This design comes from an exercise in tuning for small area, a short achievable clock period and few clock cycles per item on the open sky130 flow, not from production work. Only simulation tests tie the RTL to the original design; equivalence was not proved. Power is estimated from default activity; no workload was simulated.

Design cpu16, start of the top module:
module cpu16 (
    input  wire         clk,
    input  wire         rst,           
    input  wire [15:0]  reset_pc,
    input  wire [15:0]  reset_sp,
    input  wire         step_valid,
    input  wire         step_irq,      
    input  wire [7:0]   step_vector,
    output wire         step_ready,
    output wire         step_done,
    output wire [127:0] regs,          
    output wire [15:0]  sr_out,
    output wire         halted,
    output wire [1:0]   fault_kind,
    output wire [15:0]  fault_pc,
    output wire [16:0]  fault_info,
    output reg          mem_req,
    output reg          mem_we,
    output reg  [15:0]  mem_addr,
    output reg  [15:0]  mem_wdata,
    output reg  [1:0]   mem_be,
    input  wire [15:0]  mem_rdata,
    input  wire         mem_ready
);
For scale: roughly 3300 cells after synthesis, ~260 flip-flops.
==> flow/config.mk <==
export PLATFORM = sky130hd
export DESIGN_NAME = cpu16
export DESIGN_NICKNAME = cpu16
export VERILOG_FILES = /design/flow/design.v
export SDC_FILE = /design/flow/constraint.sdc
export NUM_CORES = 4
export LEC_CHECK = 0
export CAP_MARGIN = 20
export CORE_MARGIN = 2
export CORE_UTILIZATION = 25
export PLACE_DENSITY = 0.45
export SETUP_SLACK_MARGIN = 2.0
export SLEW_MARGIN = 20
==> flow/constraint.sdc <==
create_clock -name core_clock -period 8.0 [get_ports {clk}]
set_input_delay 1.6000 -clock core_clock [delete_from_list [all_inputs] [get_ports {clk}]]
set_output_delay 1.6000 -clock core_clock [all_outputs]
set_load 0.01 [all_outputs]
standard.sh (not shown) runs the stock make flow with config.mk's settings and CLKGATE_MAP_FILE= SYNTH_SCRIPT=/design/flow/synth_recipe.tcl, a recipe that flattens the netlist after the stock synthesis.
==> flow/flow/run.sh <==
#!/bin/bash
export BUFFER_PORTS_ARGS="-buffer_cell sky130_fd_sc_hd__buf_2"
bash standard.sh > standard.log 2>&1
Testbench counts at the start, summed over its fixed seeds: cycles 92,534, steps 54,336.
Edit:
--- a/flow/design.v
+++ b/flow/design.v
@@ -39,32 +39,33 @@
     reg [1:0]   fkind;
     reg         done_r;
     reg         fbad;       
     reg [1:0]   mvhl;       
     wire        hlt = |fkind;
     wire [15:0] r6  = rf[111:96];
     wire [15:0] r7  = rf[127:112];
     reg  st_idle, st_ex, st_mv2;      
+    reg  st_wb, st_brx;
     wire [4:0] op = ir[15:11];
     function [15:0] decr(input [15:0] x, input a2, input a4);
         reg c;
         integer i, j;
         begin
             decr[0] = x[0];
             decr[1] = x[1] ^ a2;
             for (i = 2; i < 16; i = i + 1) begin
                 c = 1'b1;
                 for (j = 2; j < i; j = j + 1)
                     c = c & !x[j];
                 decr[i] = x[i] ^ (c & (a4 | (a2 & !x[1])));
             end
         end
     endfunction
-    localparam integer PD_W = 25;
+    localparam integer PD_W = 27;
     function [PD_W-1:0] predec(input [15:0] w);
         reg [4:0] o;
         reg mv, f2, f0, ill;
         reg [2:0] am, dmd;
         begin
             o  = w[15:11];
             mv = (o == 5'd0);
             f2 = (o >= 5'd3) && (o <= 5'd10);
@@ -79,16 +80,19 @@
                 ill = (!w[10] && !w[9]) || (w[8:6] > 3'd5) || (w[5:3] > 3'd5) ||
                       (w[5:3] == 3'd4) || (w[8] && w[5]);
             else
                 ill = (w[10:8] > 3'd5) || (!w[10] && (w[7:3] != 5'd0)) ||
                       ((o == 5'd29) && (w[10:8] != 3'd4));
             am  = mv ? w[8:6] : (f2 ? w[7:5] : w[10:8]);
             dmd = mv ? w[5:3] : w[10:8];
             predec = {
+                !(f2 && w[10:8] == 3'd7 && o != 5'd4) && !(o == 5'd2 && w[2:0] == 3'd6) &&
+                !(o == 5'd2 && w[2:0] == 3'd7) && !(mv && w[2:0] == 3'd7),
+                mv && (w[8:6] == 3'd0 || w[8:6] == 3'd4) && (w[5:3] == 3'd0) && (w[2:0] != 3'd7),
                 mv,                                               
                 (o == 5'd1),                                      
                 (o == 5'd2),                                      
                 f2,                                               
                 (o == 5'd4),                                      
                 (o == 5'd11),                                     
                 (o >= 5'd12) && (o <= 5'd25),                     
                 (o == 5'd26) || (o == 5'd27),                     
@@ -96,17 +100,20 @@
                 (o == 5'd30),                                     
                 ((o >= 5'd12) && (o <= 5'd17)) || (o == 5'd24) || (o == 5'd26),  
                 ill,                                              
                 am,                                               
                 dmd,                                              
                 f2 ? w[10:8] : w[2:0],                            
                 (am == 3'd1) || (am == 3'd3),                     
                 (am == 3'd0) || (am == 3'd4),                     
-                2'b00};
+                (f2 && (am == 3'd0 || am == 3'd4) && !(w[10:8] == 3'd7 && o != 5'd4)) ||
+                ((o >= 5'd12) && (o <= 5'd25) && (am == 3'd0 || am == 3'd4)) ||
+                ((o == 5'd11) && am == 3'd0 && w[2:0] != 3'd7),
+                (((o >= 5'd12) && (o <= 5'd17)) || (o == 5'd24)) && am == 3'd0};
         end
     endfunction
     reg  [PD_W-1:0] pd;
     reg  [2:0]      ra_r;    
     reg  [15:0]     tgt_r;   
     reg  [7:0]      ra_oh, rd_oh;
     wire c_move = pd[24];
     wire c_push = pd[23];
@@ -684,17 +691,22 @@
     wire mv_byte_h = hl_w && hl[1] && !hl[0];
     wire mv_byte_l = hl_w && !hl[1] && hl[0];
     wire z_hi = (res[15:8] == 8'd0);
     wire z_lo = (res[7:0] == 8'd0);
     wire [2:0] flags = {mv_byte_l ? res[7] : res[15],
                         (mv_byte_l || z_hi) && (mv_byte_h || z_lo),
                         res_c};
     wire active = !st_idle;
-    wire slot   = !hlt && slot_ok;    
+    wire slot_f = st_idle ||
+                  (st_ex && !fbad && !illegal1 && pd[1] && !(cond && pd[0])) ||
+                  (st_mv2 && pd[25] && !ext_illegal) ||
+                  (st_wb && pd[26]) ||
+                  (st_brx && !cond);
+    wire slot   = !hlt && slot_f;
     wire f_req  = !step_irq && !rd_bad;            
     assign step_ready = hlt || (slot && (mem_ready || !f_req));
     wire accept = step_valid && step_ready && !hlt;
     wire [15:0] new_ir = step_irq ? {5'd29, 3'd4, step_vector} : mem_rdata;
     wire [PD_W-1:0] pd_new = predec(new_ir);
     wire rd_bad = (as[AS_PCE]  && pce_ffff) || (as[AS_AADJ] && (a_m4 ? a_0003 : a_0001)) ||
                   (as[AS_A]    && a_ffff)   || (as[AS_DADJ] && d_0001) ||
                   (as[AS_D]    && d_ffff)   || (as[AS_SPM2] && sp_0001) ||
@@ -767,16 +779,18 @@
                       accept ? (step_irq ? M_INTPC : M_EX) :
                       (active && f_now) ? M_IDLE :
                       go ? (fin ? M_IDLE : nms) : ms;
     always @(posedge clk) begin
         ms      <= ms_n;
         st_idle <= (ms_n == M_IDLE);
         st_ex   <= (ms_n == M_EX);
         st_mv2  <= (ms_n == M_MV2);
+        st_wb   <= (ms_n == M_WB);
+        st_brx  <= (ms_n == M_BRX);
     end
     always @(posedge clk) begin
         if (rst) begin
             sr     <= 16'd0;
             fkind  <= 2'd0;
             done_r <= 1'b0;
             fbad   <= 1'b0;
         end else begin
What happened: Wire length is higher by 5.2%. Core utilization is higher by 0.55 points. Clock skew is lower by 0.0076 ns. Total power barely changes. Sequential power is about the same. Die area is lower by 1.2%. Final area is higher by 0.35%. Non-clock buffer count is higher by 40. Via count is higher by 1.8%. Worst setup slack improves by 0.015 ns. Maximum frequency is about the same. Global-route usage is higher by 1.9 points.
Testbench counts after the change, summed over its fixed seeds: cycles 92,534, steps 54,336.

==> port drivers added, routing unchanged <==
In the flow no input, the clock included, has a driving cell. The finished layouts below were timed again as built, in two steps.
Step 1: set_driving_cell puts a clkbuf_16 on clk and a buf_2 on each other input, an assumption about the parent block.
Step 2, shift: input delay + t, output delay - t, t = (earliest + latest rising clock arrival at the registers) / 2. This alone moves slack from input paths to output paths.
Slacks: ideal ports / drivers / drivers and shift; pairs: ideal ports / drivers.
| run | t (ns) | slack for setup (ns) | worst setup path after step 2 | clock arrival spread, ns | worst data-port slew with drivers (ns) |
|---|---|---|---|---|---|
| the first run | 0.651 | 1.962 / 1.894 / 2.019 | register to register | 0.048 / 0.048 | 0.05 |
| the second run | 0.645 | 1.978 / 1.909 / 2.034 | register to register | 0.041 / 0.040 | 0.05 |
After both steps every run listed still meets setup and hold.
